Context: an optimization exercise on an open-source flow, tuned for small area and a short achievable clock period. The choices shown serve that exercise and are no tape-out recipe.
RTL that was checked went through simulation tests only; none was proved equivalent to the original.
Power is estimated from default activity; no workload was simulated.

Design frame_rx, start of the top module:
module frame_rx #(
    parameter MAX_FRAME_LEN = 256
) (
    input  wire        clk,
    input  wire        rst,
    input  wire        start,
    input  wire [1:0]  cfg_fmt,       
    input  wire        cfg_srv,       
    input  wire [15:0] cfg_tmo,       
    input  wire [15:0] cfg_fixlen,    
    input  wire        rx_valid,
    input  wire [7:0]  rx_data,
    output wire        rx_ready,
    input  wire        tick,
    input  wire        fault,
    output wire        awaiting_body,
    output wire        res_valid,
    output wire [3:0]  res_code,
    output wire [3:0]  res_cause,
    output wire [7:0]  res_rxst,
    output wire [15:0] rx_count,
    output wire [15:0] rx_lenfield,
    output wire [15:0] target,
    output wire [15:0] idle_count,
    output wire [15:0] field_rcv,
    output wire [15:0] field_calc,
    output wire [1:0]  dcode,
    output wire [7:0]  handler,
    output wire [7:0]  resp_op,
    output wire [7:0]  req_op,
    output wire        disp_ok,
    output wire [7:0]  disp_handler
);
export LEC_CHECK = 0
export CAP_MARGIN = 20
export CORE_MARGIN = 2
export CORE_UTILIZATION = 40
export CTS_BUF_LIST = sky130_fd_sc_hd__clkbuf_8
export SETUP_SLACK_MARGIN = 3.3
export SLEW_MARGIN = 20
create_clock -name core_clock -period 6.0 [get_ports {clk}]
standard.sh (not shown) runs the stock make flow with config.mk's settings and CLKGATE_MAP_FILE= SYNTH_SCRIPT=/design/flow/synth_recipe.tcl, a recipe that flattens the netlist after the stock synthesis.
==> flow/flow/run.sh <==
#!/bin/bash
# Standard layout, with the port buffers made of plain buf cells instead of
# the delay buffers buffer_ports picks by default. Every port still gets one.
set -euo pipefail
export BUFFER_PORTS_ARGS="-buffer_cell sky130_fd_sc_hd__buf_1"
bash standard.sh > flow_make.log 2>&1
The baseline completed without violations.
Then changed:
- SETUP_SLACK_MARGIN: 3.3 -> 3.8
- TNS_END_PERCENT: default -> 2
Result: Area after synthesis does not change; design area rose by 0.87%; sequential cell count stays the same; cell count rose by 1.7%.
Then changed:
- CORE_UTILIZATION: 40 -> 50
- SETUP_SLACK_MARGIN: 3.8 -> 3.6
Fmax goes up by 3.8%.
Core utilization goes up by 11 points.
Area after synthesis is unchanged.
Power stays flat.
Cell area goes down by 2.2%.
Worst hold slack got worse by 7.1 ps.
Die area goes down by 20%.
Then changed:
- CORE_UTILIZATION: 50 -> 40
- SETUP_SLACK_MARGIN: 3.6 -> 3.3
- TNS_END_PERCENT: 2 -> 5
=> The changed run completed without violations; clock power climbs by about 9%; non-clock buffer count drops by 19; worst setup slack gets worse by 92 ps; fmax drops by about 3.4%; final area drops by about 1.4%; synthesized cell count stays the same; sequential power is about the same; core utilization drops by 13 points.


Starting RTL as in the previous note.
Design frame_rx, start of the top module:
module frame_rx #(
    parameter MAX_FRAME_LEN = 256
) (
    input  wire        clk,
    input  wire        rst,
    input  wire        start,
    input  wire [1:0]  cfg_fmt,       
    input  wire        cfg_srv,       
    input  wire [15:0] cfg_tmo,       
    input  wire [15:0] cfg_fixlen,    
    input  wire        rx_valid,
    input  wire [7:0]  rx_data,
    output wire        rx_ready,
    input  wire        tick,
    input  wire        fault,
    output wire        awaiting_body,
    output wire        res_valid,
    output wire [3:0]  res_code,
    output wire [3:0]  res_cause,
    output wire [7:0]  res_rxst,
    output wire [15:0] rx_count,
    output wire [15:0] rx_lenfield,
    output wire [15:0] target,
    output wire [15:0] idle_count,
    output wire [15:0] field_rcv,
    output wire [15:0] field_calc,
    output wire [1:0]  dcode,
    output wire [7:0]  handler,
    output wire [7:0]  resp_op,
    output wire [7:0]  req_op,
    output wire        disp_ok,
    output wire [7:0]  disp_handler
);
==> flow/config.mk <==
export PLATFORM = sky130hd
export DESIGN_NAME = frame_rx
export DESIGN_NICKNAME = frame_rx
export VERILOG_FILES = /design/flow/design.v
export SDC_FILE = /design/flow/constraint.sdc
export NUM_CORES = 4
export LEC_CHECK = 0
export CAP_MARGIN = 20
export CORE_MARGIN = 2
export CORE_UTILIZATION = 40
export CTS_BUF_LIST = sky130_fd_sc_hd__clkbuf_8
export SETUP_SLACK_MARGIN = 3.45
export SLEW_MARGIN = 20
export TNS_END_PERCENT = 2
==> flow/constraint.sdc <==
create_clock -name core_clock -period 6.0 [get_ports {clk}]
set_input_delay 1.2000 -clock core_clock [delete_from_list [all_inputs] [get_ports {clk}]]
set_output_delay 1.2000 -clock core_clock [all_outputs]
set_load 0.01 [all_outputs]
Scripts as last shown in full above: flow/flow/run.sh
The first run produced a clean layout.
Next try:
- SETUP_SLACK_MARGIN: 3.45 -> 3.3
- TNS_END_PERCENT: 2 -> 0
What happened: Maximum frequency drops by 4.0%. Die area stays the same. Register-to-register slack loses 40 ps. Routed wire length drops by 2.4%. Setup slack loses 110 ps. Clock power hardly moves. Global-route usage drops by 0.47 points. Total power drops by 0.65%.
Next try:
- SETUP_SLACK_MARGIN: 3.3 -> 2.7
- TNS_END_PERCENT: 0 -> not set
- via count falls by 2.4%
- global-route usage falls by 0.13 points
- worst setup slack gets worse by 370 ps
Next try:
- SETUP_SLACK_MARGIN: 2.7 -> 3.6
- TNS_END_PERCENT: not set -> 2
Cell area is higher by 5.8%.
Routed wire length increases by 3.1%.
Die area is unchanged.
Final cell count went up by 2.5%.
Next try:
- SETUP_SLACK_MARGIN: 3.6 -> 3.0
- TNS_END_PERCENT: 2 -> not set
After rerunning: Combinational power went down by about 10%; wire length decreases by 2.1%; design area goes down by 4.8%; register-to-register slack loses 300 ps; synthesized area stays the same; hold slack hardly moves; power goes down by about 1%; synthesized cell count does not change; global-route usage is lower by 0.54 points; worst setup slack loses 310 ps; core utilization came out lower by 2.3 points.
Next try:
- SETUP_SLACK_MARGIN: 3.0 -> 3.45
- TNS_END_PERCENT: not set -> 10
Effect: Clock-buffer cell count does not change; via count rose by 3.3%; register-to-register slack gets better by 170 ps; global-route usage rose by 0.64 points; total power fell by 1.2%.


Another version of the RTL of frame_rx (not shown whole).
For scale: ~1000 cells after synthesis, ~160 flip-flops, roughly 200 I/O pins, ~0.0096 mm² of cells after synthesis.
Settings: LEC_CHECK=0, CAP_MARGIN=20, CORE_MARGIN=2, CORE_UTILIZATION=40, CTS_BUF_LIST=sky130_fd_sc_hd__clkbuf_8, SETUP_SLACK_MARGIN=3.2, SLEW_MARGIN=20; clock period 6.0 ns.
Scripts as last shown in full above: flow/flow/run.sh
==> next run, changes <==
- SETUP_SLACK_MARGIN: 3.2 -> 3.0
=>
- The new run passed the timing, DRC and antenna checks
- non-clock buffer count shrinks by 20
- routed wire length shrinks by 2.5%
- power grows by 2.1%
- design area shrinks by 3.7%
==> next run, changes <==
- CORE_UTILIZATION: 40 -> 55
Result: Die area came out lower by 27%. Combinational power came out lower by about 4%. Area after synthesis does not change. Setup slack got worse by 38 ps. Synthesized cell count is unchanged. Clock skew came out lower by 11 ps. Register-to-register slack improved by 70 ps. First-iteration DRC count came out lower by 2.1%. Via count came out lower by 1.6%.
==> next run, changes <==
==> flow/flow/run.sh (replaced) <==
#!/bin/bash
# Standard layout, with the port buffers made of plain buf cells instead of
# the delay buffers buffer_ports picks by default. Every port still gets one.
set -euo pipefail
export BUFFER_PORTS_ARGS="-buffer_cell sky130_fd_sc_hd__buf_2"
bash standard.sh > flow_make.log 2>&1
- CORE_UTILIZATION: 55 -> 40
- CTS_BUF_LIST: sky130_fd_sc_hd__clkbuf_8 -> unset
Hold slack hardly moves.
Global-route usage falls by 6.3 points.
Sequential power barely changes.
Area after synthesis does not change.
Function was not checked in any run of this note: the RTL went through the layout flow alone.


Setup of wip/delta:
RTL: one of the versions met above, not the one the previous note started from.
For scale: ~970 cells after synthesis, roughly 160 flip-flops, ~200 I/O pins, roughly 0.0095 mm2 of cells after synthesis.
Settings: LEC_CHECK=0, CAP_MARGIN=20, CORE_MARGIN=2, CORE_UTILIZATION=40, CTS_BUF_LIST=sky130_fd_sc_hd__clkbuf_8, SETUP_SLACK_MARGIN=3.6, SLEW_MARGIN=20, TNS_END_PERCENT=0; clock period 6.0 ns.
==> flow/flow/run.sh <==
#!/bin/bash
# Standard layout, with the port buffers made of plain buf cells instead of
# the delay buffers buffer_ports picks by default. Every port still gets one.
set -euo pipefail
export BUFFER_PORTS_ARGS="-buffer_cell sky130_fd_sc_hd__buf_1"
bash standard.sh > flow_make.log 2>&1
Input changes introduced in wip/onyx (baseline for comparison: wip/delta):
- PLACE_DENSITY newly set to 0.75
- GPL_ROUTABILITY_DRIVEN newly set to 0
- TNS_END_PERCENT changed from 0 to 2
- SETUP_SLACK_MARGIN changed from 3.6 to 3.45
Summary: sum of net half-perimeters after detailed placement, wip/onyx worse than wip/delta. wip/onyx ended up with met5 as its top layer reached by signal wires; wip/delta ended up with met4. Of wip/onyx and wip/delta, wip/delta shows the lower area of the multi-input gates, with wip/onyx above it. Changes observed in wip/onyx relative to wip/delta: cell count after synthesis flat; critical path arrival down 0.09 ns; clock power up 3.7%. wip/onyx reached the end of the flow, and the finished layout is clean on the timing, DRC and antenna checks.
Setup changes, wip/onyx to wip/juniper
- CORE_UTILIZATION now 55, was 40
- PLACE_DENSITY no longer set, was 0.75
- GPL_ROUTABILITY_DRIVEN no longer set, was 0
Taking wip/onyx as 1.0, wip/juniper lands at 0.857 on height of the die.
[wip/juniper] worst max-slew margin expressed relative to the limit rose 4.6 points relative to wip/onyx
Min net load switching power across wip/juniper and wip/onyx: wip/juniper
wip/juniper ended up with a higher layout inverter count without the clock tree than wip/onyx did.
Between wip/onyx and wip/juniper, the layout multi-input combinational cell count figures differ only marginally.
Across both runs, worst setup slack was lower for wip/juniper than for wip/onyx.
Lower wire length of the first global-routing pass was reported by wip/juniper, not wip/onyx.
Against wip/onyx as the reference, wip/juniper delivers a lower total wire length after detailed routing.
wip/onyx → wip/juniper: clock network fraction of total power went down 2.8 points, via count of the first global-routing pass shrank by 121.


frame_rx again, from the RTL that the note above started with.
clock: 6.0 ns
lec_check: 0
cap_margin: 20
core_margin: 2
core_utilization: 40
cts_buf_list: sky130_fd_sc_hd__clkbuf_8
setup_slack_margin: 3.7
slew_margin: 20
tns_end_percent: 1
Scripts as last shown in full above: flow/flow/run.sh
The first run completed with no timing, DRC or antenna violations.
==> next run, changes <==
Settings changed: SETUP_SLACK_MARGIN 3.7 to 3.6, TNS_END_PERCENT 1 to 5.
What happened: The new run completed without violations. Wire length climbs slightly. Global-route usage drops by 0.26 points. Synthesized area stays the same. Final area climbs by a few percent. Die area does not change. Combinational power climbs by a few percent. Cell count climbs slightly. Clock power drops by a few percent. Via count climbs slightly.
==> next run, changes <==
Settings changed: CAP_MARGIN 20 to 10, SLEW_MARGIN 20 to 10, TNS_END_PERCENT 5 to 2.
After rerunning:
- worst setup slack gets better by 0.12 ns
- wire length fell by 2.4%
- fmax rose by 4.5%
- clock skew fell by 0.0098 ns
- final area fell by 2.2%
- final cell count fell by 1.5%

[afterwards: timing with drivers on the ports]
The flow's constraints put no driver on any port. The routed layouts listed below were extracted and timed again, unchanged, in two steps.
Step 1, drivers: a clkbuf_16 drives clk and a buf_2 each remaining input, both assumed.
Step 2 also shifts input and output timing later by t, the mid clock arrival at the registers, as if the neighbouring blocks saw the same clock.
Slacks: ideal / step 1 / step 2; pairs: ideal / step 1.
run | t, ns | setup WS [ns] | worst register clock-pin slew, ns | worst slew at a driven data input, ns
the first run of note 1 | 0.499 | 3.262 / 3.264 / 2.765 | 0.10 / 0.10 | 0.09
the second run of note 1 | 0.494 | 3.249 / 3.272 / 2.778 | 0.11 / 0.11 | 0.07
the third run of note 1 | 0.497 | 3.349 / 3.355 / 2.867 | 0.10 / 0.10 | 0.05
the fourth run of note 1 | 0.508 | 3.257 / 3.271 / 2.763 | 0.10 / 0.10 | 0.07
the first run of note 2 | 0.494 | 3.306 / 3.309 / 2.815 | 0.11 / 0.11 | 0.08
the second run of note 2 | 0.499 | 3.194 / 3.215 / 2.716 | 0.11 / 0.11 | 0.08
the third run of note 2 | 0.499 | 2.825 / 2.845 / 2.346 | 0.10 / 0.10 | 0.06
the fourth run of note 2 | 0.506 | 3.370 / 3.368 / 2.862 | 0.10 / 0.10 | 0.07
the fifth run of note 2 | 0.502 | 3.056 / 3.066 / 2.564 | 0.11 / 0.11 | 0.05
the sixth run of note 2 | 0.501 | 3.292 / 3.297 / 2.796 | 0.10 / 0.10 | 0.07
the first run of note 3 | 0.504 | 3.113 / 3.113 / 2.635 | 0.10 / 0.10 | 0.06
the second run of note 3 | 0.498 | 3.042 / 3.043 / 2.544 | 0.10 / 0.10 | 0.07
the third run of note 3 | 0.497 | 3.003 / 3.019 / 2.522 | 0.10 / 0.10 | 0.06
the fourth run of note 3 | 0.481 | 3.063 / 3.051 / 2.570 | 0.08 / 0.08 | 0.09
wip/delta | 0.496 | 3.266 / 3.288 / 2.792 | 0.11 / 0.11 | 0.08
wip/onyx | 0.510 | 3.331 / 3.315 / 2.805 | 0.10 / 0.10 | 0.08
wip/juniper | 0.505 | 3.273 / 3.272 / 2.767 | 0.10 / 0.10 | 0.06
the first run of note 5 | 0.494 | 3.306 / 3.309 / 2.815 | 0.11 / 0.11 | 0.08
the second run of note 5 | 0.494 | 3.252 / 3.272 / 2.778 | 0.10 / 0.10 | 0.07
the third run of note 5 | 0.506 | 3.370 / 3.368 / 2.862 | 0.10 / 0.10 | 0.07
After both steps setup and hold are still met in every run listed. The setup slack of wip/onyx, which loses most, moves by -0.016 ns with the drivers and by -0.526 ns with both steps.
